What follows belongs to an exercise in optimizing a design on an open flow for small area, a short achievable clock period and few clock cycles; a production flow would make more cautious choices. RTL that was checked went through simulation tests only; none was proved equivalent to the original.

## sha2_stream
module sha2_stream (
    input  wire         clk,
    input  wire         rst,           
    input  wire         in_valid,
    output wire         in_ready,
    input  wire [31:0]  in_data,
    input  wire [2:0]   in_nbytes,     
    input  wire         in_last,
    input  wire         in_sha224,     
    output wire         out_valid,
    input  wire         out_ready,
    output wire [255:0] out_digest
);
For scale: roughly 7100 cells after synthesis, roughly 1200 flip-flops, ~65000 um2 of cells after synthesis.
==> flow/config.mk <==
export PLATFORM = sky130hd
export DESIGN_NAME = sha2_stream
export DESIGN_NICKNAME = sha2_stream
export VERILOG_FILES = /design/flow/design.v
export SDC_FILE = /design/flow/constraint.sdc
export NUM_CORES = 4
export LEC_CHECK = 0
export ABC_AREA = 1
export CAP_MARGIN = 20
export CORE_MARGIN = 2
export CORE_UTILIZATION = 60
export PLACE_DENSITY = 0.7
export SLEW_MARGIN = 20
==> flow/constraint.sdc <==
create_clock -name core_clock -period 10.0 [get_ports {clk}]
set_input_delay 2.0000 -clock core_clock [delete_from_list [all_inputs] [get_ports {clk}]]
set_output_delay 2.0000 -clock core_clock [all_outputs]
set_load 0.01 [all_outputs]
standard.sh (not shown) runs the stock make flow with config.mk's settings and CLKGATE_MAP_FILE= SYNTH_SCRIPT=/design/flow/synth_recipe.tcl, a recipe that flattens the netlist after the stock synthesis.
==> flow/flow/run.sh <==
#!/bin/bash
# Layout flow: the standard flow (standard.sh, unchanged synthesis,
# floorplan, power grid and tap cells) with these changes:
#  - repair_timing aims at a larger setup margin (SETUP_SLACK_MARGIN), so it
#    upsizes the cells of the round's critical paths further;
#  - the port buffers are buf_2 cells instead of the default pick;
#  - clock tree: clkbuf_8/clkbuf_4 buffers and no dummy loads.
# Every tool's output goes to logs in this folder (make's to flow_make.log;
# ORFS keeps its per-step logs under orfs/logs/).
set -euo pipefail
export SETUP_SLACK_MARGIN=6
export BUFFER_PORTS_ARGS="-buffer_cell sky130_fd_sc_hd__buf_2"
export CTS_ARGS="-sink_clustering_enable -repair_clock_nets -dont_use_dummy_load -buf_list {sky130_fd_sc_hd__clkbuf_8 sky130_fd_sc_hd__clkbuf_4}"
bash standard.sh finish > flow_make.log 2>&1
The first run finished with capacitance limit, slew limit left.
Change:
--- a/flow/design.v
+++ b/flow/design.v
@@ -93,19 +93,18 @@
     reg         got0;          
     reg         newmsg;        
     reg         m224;          
     reg         cur224;        
     reg         rdy_q;         
     reg         outv_q;        
     reg [31:0]  a, b, c, d, e, f, g, h;
     reg [31:0]  p;             
     reg [31:0]  x [0:15];      
-    reg [31:0]  xs0;           
     reg [31:0]  ha [0:3];      
     reg [31:0]  he [0:3];
     wire        data_av = cnt[2];                  
     wire        w_av    = padz | data_av | lastin;
     wire [31:0] fhead   = fb[8*FB-1 -: 32];
     reg  [31:0] padw;
     always @(*) begin
         case (cnt[1:0])
             2'd0: padw = 32'h80000000;
@@ -278,60 +277,66 @@
     sha2_round u_round (
         .st_in ({a, b, c, d, e, f, g, h}),
         .p     (p),
         .st_out(st_next)
     );
     wire        p_ld = (in_rnd & adv) | ((f_p2 | f_upd) & take);
     wire [5:0]  kn_n = rst ? 6'd0 : (p_ld ? ((in_rnd && kn == 6'd0) ? 6'd0 : kn + 6'd1) : kn);
     wire [31:0] k_t;
     sha2_k u_k (.t(kn_n), .k(k_t));
-    function [31:0] sm_s0(input [31:0] v);
-        sm_s0 = {v[6:0], v[31:7]} ^ {v[17:0], v[31:18]} ^ (v >> 3);
-    endfunction
+    wire [31:0] sm_s0 = {x[1][6:0], x[1][31:7]} ^ {x[1][17:0], x[1][31:18]} ^ (x[1] >> 3);
     wire [31:0] sm_s1 = {x[14][16:0], x[14][31:17]} ^ {x[14][18:0], x[14][31:19]} ^ (x[14] >> 10);
-    wire [63:0] w1 = {x[9] ^ xs0 ^ x[0], ((x[9] & xs0) | (x[9] & x[0]) | (xs0 & x[0])) << 1};
-    wire [63:0] w2 = {w1[63:32] ^ w1[31:0] ^ sm_s1,
-                      ((w1[63:32] & w1[31:0]) | (w1[63:32] & sm_s1) | (w1[31:0] & sm_s1)) << 1};
-    wire [31:0] w_sch = w2[63:32] + w2[31:0];
+    wire [31:0] w_sch = sm_s1 + x[9] + sm_s0 + x[0];
     wire        use_w = f_usew;
     wire [31:0] x_in  = use_w ? word : w_sch;
     wire [31:0] ph     = in_rnd ? g : (f_upd ? he[2] : h);
     wire [31:0] p_next = ph + kr + x[15];
     wire [31:0] sum_a = ha[3] + a;
     wire [31:0] sum_e = he[3] + e;
     wire        ring  = f_ring;
     wire        start_msg = ((state == S_IDLE) | (state == S_OUT)) & take;
     wire        ring_iv   = f_p2 & newmsg;
     wire        x_en      = (in_rnd & adv) | take;
     wire        ld_rnd  = in_rnd & adv;
     wire        ld_upd  = f_upd;
     wire        ld_iv   = start_msg;
     wire        ld_hold = ~(ld_rnd | ld_upd | ld_iv);
-    wire [255:0] st_iv  = nxt224 ? IV_224 : IV_256;
-    wire [255:0] st_upd = {sum_a, ha[0], ha[1], ha[2], sum_e, he[0], he[1], he[2]};
-    wire [255:0] st_n   = ({256{ld_rnd}} & st_next) | ({256{ld_upd}} & st_upd) |
-                          ({256{ld_iv}} & st_iv) | ({256{ld_hold}} & {a, b, c, d, e, f, g, h});
-    wire [31:0]  p_n    = ({32{p_ld}} & p_next) | ({32{~p_ld}} & p);
-    wire         r_hold = ~(ring | ring_iv);
-    wire [255:0] ring_q = {ha[0], ha[1], ha[2], ha[3], he[0], he[1], he[2], he[3]};
-    wire [255:0] ring_s = {sum_a, ha[0], ha[1], ha[2], sum_e, he[0], he[1], he[2]};
-    wire [255:0] ring_n = ({256{ring}} & ring_s) | ({256{ring_iv & ~ring}} & (m224 ? IV_224 : IV_256)) |
-                          ({256{r_hold}} & ring_q);
+    wire [31:0] iv_a    = nxt224 ? IV_224[255:224] : IV_256[255:224];
+    wire [31:0] iv_e    = nxt224 ? IV_224[127:96]  : IV_256[127:96];
+    wire [31:0] a_n = ({32{ld_rnd}} & st_next[255:224]) | ({32{ld_upd}} & sum_a) |
+                      ({32{ld_iv}} & iv_a) | ({32{ld_hold}} & a);
+    wire [31:0] e_n = ({32{ld_rnd}} & st_next[127:96]) | ({32{ld_upd}} & sum_e) |
+                      ({32{ld_iv}} & iv_e) | ({32{ld_hold}} & e);
     always @(posedge clk) begin
         if (x_en) begin
             for (i = 0; i < 15; i = i + 1)
                 x[i] <= x[i + 1];
             x[15] <= x_in;
-            xs0   <= sm_s0(x[2]);
         end
-        {a, b, c, d, e, f, g, h} <= st_n;
-        p <= p_n;
-        {ha[0], ha[1], ha[2], ha[3], he[0], he[1], he[2], he[3]} <= ring_n;
+        a <= a_n;
+        e <= e_n;
+        if (in_rnd & adv) begin
+            {b, c, d, f, g, h} <= {st_next[223:128], st_next[95:0]};
+        end else if (f_upd) begin
+            {b, c, d} <= {ha[0], ha[1], ha[2]};
+            {f, g, h} <= {he[0], he[1], he[2]};
+        end else if (start_msg) begin
+            {b, c, d, f, g, h} <= nxt224 ? {IV_224[223:128], IV_224[95:0]}
+                                         : {IV_256[223:128], IV_256[95:0]};
+        end
+        if (ring) begin
+            ha[0] <= sum_a; ha[1] <= ha[0]; ha[2] <= ha[1]; ha[3] <= ha[2];
+            he[0] <= sum_e; he[1] <= he[0]; he[2] <= he[1]; he[3] <= he[2];
+        end else if (ring_iv) begin
+            {ha[0], ha[1], ha[2], ha[3], he[0], he[1], he[2], he[3]} <= m224 ? IV_224 : IV_256;
+        end
+        if (p_ld)
+            p <= p_next;
         kn <= kn_n;
         kr <= k_t;
         if (start_msg)
             m224 <= nxt224;
         if (ring_iv)
             cur224 <= m224;
     end
     assign out_valid  = outv_q;
     assign out_digest = {ha[0], ha[1], ha[2], ha[3], he[0], he[1], he[2],
Now the flow produced a clean layout.
Final cell count goes down slightly.
Utilization hardly moves.
Routed wire length goes down by roughly a tenth.
Critical path depth goes up by 5.
Non-clock buffer count goes up by 16.
No run of this note included a check of the RTL's function; only the layout flow was run.

---

Another version of the RTL of sha2_stream (not shown whole).
For scale: roughly 6,800 cells after synthesis, about 1,200 flip-flops, ~68,000 µm² of cells after synthesis.
Settings: LEC_CHECK=0, ABC_AREA=1, CAP_MARGIN=20, CORE_MARGIN=2, CORE_UTILIZATION=60, PLACE_DENSITY=0.7, SLEW_MARGIN=20; clock period 10.0 ns.
Scripts as last shown in full above: flow/flow/run.sh
Then changed:
--- a/flow/design.v
+++ b/flow/design.v
@@ -294,45 +294,46 @@
     wire [31:0] w_sch = w2[63:32] + w2[31:0];
     wire        use_w = f_usew;
     wire [31:0] x_in  = use_w ? word : w_sch;
     wire [31:0] ph     = in_rnd ? g : (f_upd ? he[2] : h);
     wire [31:0] p_next = ph + kr + x[15];
     wire [31:0] sum_a = ha[3] + a;
     wire [31:0] sum_e = he[3] + e;
     wire        ring  = f_ring;
     wire        start_msg = ((state == S_IDLE) | (state == S_OUT)) & take;
     wire        ring_iv   = f_p2 & newmsg;
     wire        x_en      = (in_rnd & adv) | take;
+    wire        ld_rnd  = in_rnd & adv;
+    wire        ld_upd  = f_upd;
+    wire        ld_iv   = start_msg;
+    wire        ld_hold = ~(ld_rnd | ld_upd | ld_iv);
+    wire [255:0] st_iv  = nxt224 ? IV_224 : IV_256;
+    wire [255:0] st_upd = {sum_a, ha[0], ha[1], ha[2], sum_e, he[0], he[1], he[2]};
+    wire [255:0] st_n   = ({256{ld_rnd}} & st_next) | ({256{ld_upd}} & st_upd) |
+                          ({256{ld_iv}} & st_iv) | ({256{ld_hold}} & {a, b, c, d, e, f, g, h});
+    wire [31:0]  p_n    = ({32{p_ld}} & p_next) | ({32{~p_ld}} & p);
     always @(posedge clk) begin
         if (x_en) begin
             for (i = 0; i < 15; i = i + 1)
                 x[i] <= x[i + 1];
             x[15] <= x_in;
             xs0   <= sm_s0(x[2]);
         end
-        if (in_rnd & adv) begin
-            {a, b, c, d, e, f, g, h} <= st_next;
-        end else if (f_upd) begin
-            {a, b, c, d} <= {sum_a, ha[0], ha[1], ha[2]};
-            {e, f, g, h} <= {sum_e, he[0], he[1], he[2]};
-        end else if (start_msg) begin
-            {a, b, c, d, e, f, g, h} <= nxt224 ? IV_224 : IV_256;
-        end
+        {a, b, c, d, e, f, g, h} <= st_n;
+        p <= p_n;
         if (ring) begin
             ha[0] <= sum_a; ha[1] <= ha[0]; ha[2] <= ha[1]; ha[3] <= ha[2];
             he[0] <= sum_e; he[1] <= he[0]; he[2] <= he[1]; he[3] <= he[2];
         end else if (ring_iv) begin
             {ha[0], ha[1], ha[2], ha[3], he[0], he[1], he[2], he[3]} <= m224 ? IV_224 : IV_256;
         end
-        if (p_ld)
-            p <= p_next;
         kn <= kn_n;
         kr <= k_t;
         if (start_msg)
             m224 <= nxt224;
         if (ring_iv)
             cur224 <= m224;
     end
     assign out_valid  = outv_q;
     assign out_digest = {ha[0], ha[1], ha[2], ha[3], he[0], he[1], he[2],
                          cur224 ? 32'h0 : he[3]};
 endmodule
Design area went down by a few percent.
Flip-flop and latch count stays the same.
Worst setup slack improved by 0.087 ns.
Clock-buffer cell count climbs by 1.
Clock skew rose by 0.018 ns.
Synthesized area fell slightly.
Hold slack degrades by 0.019 ns.
Testbench counts after the change, summed over its fixed seeds: cycles 132,635.
Function not checked in the first run of this note: the RTL went through the layout flow alone.

==> static timing again, ports no longer ideal <==
How much do the figures lean on ideal ports? The routed layouts below were timed once more, with nothing changed but the port constraints.
Step 1 (the two cells are an assumption about what drives the block):
set clk [get_ports {clk}]
set_driving_cell -lib_cell sky130_fd_sc_hd__clkbuf_16 $clk
set_driving_cell -lib_cell sky130_fd_sc_hd__buf_2 [delete_from_list [all_inputs] $clk]
Step 2, shift: input delay + t, output delay - t, t = (earliest + latest rising clock arrival at the registers) / 2. This alone moves slack from input paths to output paths.
Slacks: ideal ports / drivers / drivers and shift; pairs: ideal ports / drivers.
| run | shift t [ns] | setup slack, ns | hold slack, ns |
|---|---|---|---|
| the first run of note 1 | 0.957 | 5.286 / 5.286 / 5.286 | 0.350 / 0.350 / 0.350 |
| the second run of note 1 | 0.994 | 5.830 / 5.830 / 5.295 | 0.332 / 0.332 / 0.332 |
| the first run of note 2 | 0.953 | 5.742 / 5.742 / 5.313 | 0.349 / 0.349 / 0.349 |
| the second run of note 2 | 0.970 | 5.829 / 5.829 / 5.265 | 0.330 / 0.330 / 0.330 |
The setup slack of the second run of note 2, which loses most, moves by 0.000 ns with the drivers and by -0.564 ns with both steps.
